What follows belongs to an exercise in optimizing a design on an open flow for small area; a production flow would make more cautious choices.
The RTL was checked by simulation tests, not by an equivalence proof against the original design.
Power is estimated from default activity; no workload was simulated.

==> flow/design.v <==
module osdp_crc16_byte (
    input  wire [15:0] crc_in,
    input  wire [7:0]  data,
    output reg  [15:0] crc_out
);
    integer i;
    always @* begin
        crc_out = crc_in ^ {data, 8'h00};
        for (i = 0; i < 8; i = i + 1) begin
            if (crc_out[15])
                crc_out = {crc_out[14:0], 1'b0} ^ 16'h1021;
            else
                crc_out = {crc_out[14:0], 1'b0};
        end
    end
endmodule
module osdp_frame_core (
    input  wire        clk,
    input  wire        rst,             
    input  wire        rx_valid,
    input  wire [7:0]  rx_data,
    input  wire        rx_error,
    output wire        rx_ready,
    output wire        buf_we,
    output wire [10:0] buf_addr,
    output wire [7:0]  buf_wdata,
    output reg  [7:0]  addr,
    output reg  [15:0] len,
    output reg  [7:0]  ctrl,
    output reg  [7:0]  cmd,
    output reg  [15:0] trailer,
    output reg         crc_mode,
    output reg         valid,
    output reg         poll_ack,
    output reg         frame_ready,
    output reg  [2:0]  status,
    output reg         mcause,
    output reg         frame_done,
    output reg         malformed,
    output reg         transport_fault
);
    localparam integer CRC_BIT = 2;
    localparam [7:0]  SOM       = 8'h53;
    localparam [15:0] LEN_MIN   = 16'd7;
    localparam [15:0] LEN_MAX   = 16'd1440;
    localparam [15:0] CRC_SOM   = 16'h8B66;
    localparam [2:0] PH_HUNT    = 3'd0;
    localparam [2:0] PH_HEADER  = 3'd1;
    localparam [2:0] PH_PAYLOAD = 3'd2;
    localparam [2:0] PH_TRAILER = 3'd3;
    localparam [2:0] PH_FAULT   = 3'd4;
    localparam [2:0] ST_NONE      = 3'd0;
    localparam [2:0] ST_VALID     = 3'd1;
    localparam [2:0] ST_MISMATCH  = 3'd2;
    localparam [2:0] ST_MALFORMED = 3'd3;
    localparam [2:0] ST_TRANSPORT = 3'd4;
    reg [2:0]  phase;
    reg [10:0] idx;
    reg [7:0]  sum;
    reg [15:0] crc;
    reg [7:0]  last_payload;    
    wire [15:0] crc_next;
    osdp_crc16_byte u_crc (
        .crc_in  (crc),
        .data    (rx_data),
        .crc_out (crc_next)
    );
    assign rx_ready = (phase != PH_FAULT);
    wire   take     = !rst && !rx_error && rx_valid && rx_ready;
    assign buf_we    = take && (phase != PH_HUNT || rx_data == SOM);
    assign buf_addr  = idx;
    assign buf_wdata = rx_data;
    wire len_bad   = (len < LEN_MIN) || (len > LEN_MAX);
    wire crc_len7  = (len == LEN_MIN) && crc_mode;
    wire [15:0] idx16     = {5'd0, idx};
    wire [7:0]  chk_value = ~sum + 8'd1;
    wire [15:0] expected  = crc_mode ? crc : {8'h00, chk_value};
    wire [15:0] received  = crc_mode ? {rx_data, last_payload} : {8'h00, rx_data};
    wire        match     = (expected == received);
    always @(posedge clk) begin
        if (rst) begin
            phase           <= PH_HUNT;
            idx             <= 11'd0;
            sum             <= 8'h00;
            crc             <= 16'h0000;
            last_payload    <= 8'h00;
            addr            <= 8'h00;
            len             <= 16'h0000;
            ctrl            <= 8'h00;
            cmd             <= 8'h00;
            trailer         <= 16'h0000;
            crc_mode        <= 1'b0;
            valid           <= 1'b0;
            poll_ack        <= 1'b0;
            frame_ready     <= 1'b0;
            status          <= ST_NONE;
            mcause          <= 1'b0;
            frame_done      <= 1'b0;
            malformed       <= 1'b0;
            transport_fault <= 1'b0;
        end else begin
            frame_done      <= 1'b0;
            malformed       <= 1'b0;
            transport_fault <= 1'b0;
            if (rx_error) begin
                if (phase != PH_FAULT) begin
                    phase           <= PH_FAULT;
                    status          <= ST_TRANSPORT;
                    transport_fault <= 1'b1;
                end
            end else if (take) begin
                case (phase)
                    PH_HUNT: begin
                        if (rx_data == SOM) begin
                            phase       <= PH_HEADER;
                            idx         <= 11'd1;
                            frame_ready <= 1'b0;
                            status      <= ST_NONE;
                            sum         <= SOM;
                            crc         <= CRC_SOM;
                        end
                    end
                    PH_HEADER: begin
                        sum <= sum + rx_data;
                        crc <= crc_next;
                        idx <= idx + 11'd1;
                        case (idx)
                            11'd1: addr       <= rx_data;
                            11'd2: len[7:0]   <= rx_data;
                            11'd3: len[15:8]  <= rx_data;
                            11'd4: begin
                                ctrl     <= rx_data;
                                crc_mode <= rx_data[CRC_BIT];
                            end
                            default: begin
                                cmd      <= rx_data;
                                poll_ack <= (rx_data == 8'h40) || (rx_data == 8'h60);
                                if (len_bad || crc_len7) begin
                                    phase     <= PH_HUNT;
                                    idx       <= 11'd0;
                                    status    <= ST_MALFORMED;
                                    mcause    <= !len_bad;
                                    malformed <= 1'b1;
                                end else if (len == LEN_MIN) begin
                                    phase <= PH_TRAILER;
                                end else begin
                                    phase <= PH_PAYLOAD;
                                end
                            end
                        endcase
                    end
                    PH_PAYLOAD: begin
                        sum          <= sum + rx_data;
                        last_payload <= rx_data;
                        if (idx16 <= len - 16'd3)
                            crc <= crc_next;
                        if (idx16 == len - 16'd2)
                            phase <= PH_TRAILER;
                        idx <= idx + 11'd1;
                    end
                    PH_TRAILER: begin
                        trailer     <= received;
                        valid       <= match;
                        frame_ready <= 1'b1;
                        status      <= match ? ST_VALID : ST_MISMATCH;
                        frame_done  <= 1'b1;
                        phase       <= PH_HUNT;
                        idx         <= 11'd0;
                    end
                    default: ;
                endcase
            end
        end
    end
endmodule
==> flow/run.sh <==
#!/bin/bash
# synth_recipe.tcl (not shown) runs the flow's synth.tcl, then flattens the netlist and writes it again
# the make line also repeats each setting of config.mk as NAME=value (left out here)
make -C /OpenROAD-flow-scripts/flow DESIGN_CONFIG=/design/flow/config.mk WORK_HOME=/design/flow/orfs CLKGATE_MAP_FILE= SYNTH_SCRIPT=/design/flow/synth_recipe.tcl finish
==> flow/config.mk <==
export PLATFORM = sky130hd
export DESIGN_NAME = osdp_frame_core
export DESIGN_NICKNAME = osdp_frame_core
export VERILOG_FILES = /design/flow/design.v
export SDC_FILE = /design/flow/constraint.sdc
export NUM_CORES = 4
export LEC_CHECK = 0
export CAP_MARGIN = 20
export CORE_MARGIN = 2
export CORE_UTILIZATION = 40
export SLEW_MARGIN = 20
==> flow/constraint.sdc <==
create_clock -name core_clock -period 5.0 [get_ports {clk}]
set_input_delay 1.0000 -clock core_clock [delete_from_list [all_inputs] [get_ports {clk}]]
set_output_delay 1.0000 -clock core_clock [all_outputs]
set_load 0.01 [all_outputs]
==> impl_metrics.json <==
{
  "setup_tns_ns": 0,
  "die_w_um": 131,
  "critical_path.slowest_cell": "or4b_1",
  "netlist_top_cells_area": "dfxtp_1 35%, mux2i_1 7.6%, xnor2_1 7.0%",
  "fin_area_mm2": 0.00789,
  "post-place-cells": 1038,
  "cts-root-buf": "clkbuf_16",
  "antenna_found_initial": 1,
  "rsz0062_at_grt": "no",
  "grt_pass1_wl_mm": 31.4,
  "min_period_over_period_pct": 84.2,
  "rows": 46,
  "syn_inst": 768,
  "fmax_mhz": 238,
  "numCtsBuffers": 9,
  "drc": 0,
  "crit_required_ns": 4.00,
  "p_leak_nw": 2.83,
  "nNetsFinal": 873,
  "clk_pin_slew_ns": 0.07,
  "ir_drop_mv": 0.275,
  "dp_worst_setup_slack_ns": 0.773,
  "fin_ws_ns": 0.791,
  "drtIter0Drc": 407,
  "start_kind": "primary input",
  "clock_path_buffers": 2,
  "firstDrtPassIters": 5,
  "synth_seq_cells": 112,
  "area_growth_pct": 21.5,
  "crit_type": "in2out",
  "maxCapViolations": 0,
  "cts.sinks": 112,
  "power_per_cell_area_mw_per_mm2": 229,
  "stdcell_count": 1055,
  "crit_path_frequent_cell": "clkdlybuf4s50_1",
  "synth_cell_types": 72,
  "vias": 5974,
  "cts_max_level": 3,
  "end_kind": "output port",
  "cts_tree": "yes",
  "synth_ff_type": "dfxtp_1",
  "synth_top_area_cell": "dfxtp_1",
  "grt_max_degree": 86,
  "core_area_mm2": 0.0159,
  "clock_latency_ns": 0.37,
  "ant_nets": 0,
  "finClkSkew_ns": 0.0116,
  "synth_nets": 808,
  "min_path_type": "reg2reg",
  "ctsResizeCount": 0,
  "hold_viol": 0,
  "synth_warnings": 2,
  "holdBufCountCts": 0,
  "io_buffers": 99,
  "postCtsSetupRepairBufs": 0,
  "grt_pass1_vias": 5694,
  "yosysSeqAreaShare_pct": 34.5,
  "wl_per_cell_um": 19.0,
  "path_buf_inv": 2,
  "initial_utilization_pct": 40.9,
  "max_slew_margin_pct": 37.0,
  "outcome": "timing/DRC/antenna clean",
  "crit_chain": "clkdlybuf4s50_1, or4b_1, or2_1, o21a_1, nor3b_1, clkdlybuf4s50_1",
  "wirelength_mm": 20.0,
  "viasPerCell": 5.66,
  "avgSynthCellArea_um2": 8.45,
  "utilization_pct": 49.6,
  "cpLargestDelayFamily": "simple AND/OR/NAND/NOR gates",
  "crit_arrival_ns": 3.21,
  "final_max_slew_viol_count": 0,
  "track_usage_pct": 22.7,
  "post-dp-hpwl_mm": 14.1,
  "die_h_um": 131,
  "setup_viol": 0,
  "drive_above_1_share_pct": 5.73,
  "max_stage_delay_ns": 0.57,
  "dpl-instance-area_mm2": 0.00759,
  "yosys.area.top_type_share_pct": 34.5,
  "worstPathMaxFanout": 4,
  "ioPinCount": 100,
  "period_needed_ns": 4.21,
  "async_reset_ff_share_pct": 0,
  "tightestPinTransition_ns": 0.942,
  "gp_congestion": 0.925,
  "syn_area_mm2": 0.00649,
  "dieArea_mm2": 0.0173,
  "overflow": 0,
  "synth_edf_count": 0
}
-- flip-flops by register name, indices dropped and copies added (netlist names), 3 cells and up --
| register | count |
|---|---|
| last_payload | 8 |
| status | 3 |
| sum | 8 |
| trailer | 16 |
| cmd | 8 |
| crc | 16 |
| idx | 11 |
| phase | 3 |
| ctrl | 8 |
| addr | 8 |
| len | 16 |
-- cells in the final DEF, fill, tap and decap left out, types with 6 or more instances in the layout --
| cell type | instances |
|---|---|
| dfxtp_1 | 112 |
| clkdlybuf4s50_1 | 98 |
| nor2_1 | 91 |
| xnor2_1 | 52 |
| nand2_1 | 50 |
| mux2i_1 | 49 |
| a21oi_1 | 36 |
| ha_1 | 27 |
| o21ai_0 | 26 |
| nand3_1 | 22 |
| inv_1 | 21 |
| xor2_1 | 19 |
| nor3_1 | 17 |
| a211oi_1 | 16 |
| buf_4 | 15 |
| a31oi_1 | 14 |
| nand4_1 | 13 |
| nor4_1 | 10 |
| o211ai_1 | 9 |
| and3_1 | 9 |
| clkbuf_16 | 9 |
| nand2b_1 | 8 |
| nor2b_1 | 6 |
| and2_1 | 6 |
-- synthesized netlist by cell type, types with 4 or more instances --
| cell type | count |
|---|---|
| nor3b_1 | 4 |
| and3_1 | 9 |
| o211ai_1 | 9 |
| a311oi_1 | 5 |
| o21ai_1 | 5 |
| nand3_1 | 22 |
| dfxtp_1 | 112 |
| nor3_1 | 17 |
| nand2_1 | 50 |
| nand4_1 | 13 |
| and2_1 | 6 |
| xnor2_1 | 52 |
| mux2i_1 | 49 |
| inv_1 | 21 |
| a211oi_1 | 16 |
| buf_4 | 9 |
| a21oi_1 | 36 |
| or3_1 | 4 |
| buf_2 | 5 |
| nor4_1 | 10 |
| xor2_1 | 19 |
| a31oi_1 | 14 |
| ha_1 | 27 |
| nor2_1 | 91 |
| buf_1 | 7 |
| or4_1 | 4 |
| nand2b_1 | 8 |
| clkbuf_1 | 38 |
| o21a_1 | 5 |
| or2_2 | 5 |
| o21ai_0 | 26 |
| nor2b_1 | 6 |
-- worst paths after layout --
| kind | start | end | slack, ns | depth (start not counted) |
|---|---|---|---|---|
| min | status[2]$_SDFFE_PP0P_ | status[2]$_SDFFE_PP0P_ | 0.45 | 1 |
| max reg2reg | len[1]$_SDFFE_PP0P_ | crc[6]$_SDFFE_PP0P_ | 1.10 | 13 |
| min reg2reg | status[2]$_SDFFE_PP0P_ | status[2]$_SDFFE_PP0P_ | 0.45 | 1 |
| max | rx_data[7] | buf_we | 0.79 | 6 |
-- area by class of cell --
cell class / count / area, um^2
repair buffers: 114 / 1100
inverters: 23 / 86.3
well taps: 216 / 270
clock buffers: 10 / 239
clock inverters: 6 / 56.3
flip-flops and latches: 112 / 2240
diodes: 1 / 2.50
multi-input cells: 573 / 3890
fillers: 1513 / 8000
-- through the flow --
stage,hold slack [ns],power (mW)
2_1_floorplan,0.461,1.03
3_3_place_gp,0.441,1.09
3_5_place_dp,0.445,1.09
4_1_cts,0.462,1.83
5_1_grt,0.488,1.88
6_report,0.455,1.81
-- where the power goes --
group | total, mW | switching (mW) | internal (mW)
logic | 0.165 | 0.101 | 0.0638
clock network | 0.737 | 0.372 | 0.365
registers | 0.907 | 0.0102 | 0.897
total | 1.81 | 0.483 | 1.33
-- layer usage --
layer	wire length, um	part of all wire (%)	global-route usage, %
met5	0	0	0
met4	343	1.7	6.64
met3	1430	7.1	6.37
met2	9490	47	37.8
met1	8760	44	28.6
-- cell families (layout without fill, tap and decap cells) --
logic type | after synthesis | after routing | share of synthesized area [%]
fa+ha+maj | 28 | 28 | 5.51
buf+inv | 83 | 153 | 5.53
xor+xnor | 71 | 71 | 9.58
other cells | 0 | 1 | 0
flops | 112 | 112 | 34.5
mux | 49 | 49 | 7.55
compound gates | 158 | 158 | 16.6
simple gates | 267 | 267 | 20.7

==> afterwards: timing with drivers on the ports <==
Ports are ideal in the flow. The routed layout listed here was re-timed in OpenROAD. Step 1 (the two cells are an assumption about what drives the block):
set clk [get_ports {clk}]
set_driving_cell -lib_cell sky130_fd_sc_hd__clkbuf_16 $clk
set_driving_cell -lib_cell sky130_fd_sc_hd__buf_2 [delete_from_list [all_inputs] $clk]
Step 2 moves the port delays by t, midway between the first and last clock arrival at a register: inputs arrive t later, outputs are due t later. That takes back most of the time a late clock gives input paths. Slacks: ideal / step 1 / step 2; pairs: ideal / step 1.
t (ns): 0.401
setup WS [ns]: 0.791 / 0.763 / 0.763
worst setup path at the end: input to output
worst register clock-pin slew, ns: 0.08 / 0.08
worst data-port slew with drivers (ns): 0.07
After both steps this run still meets setup and hold. The setup slack of this run moves by -0.028 ns with the drivers and by -0.028 ns with both steps.
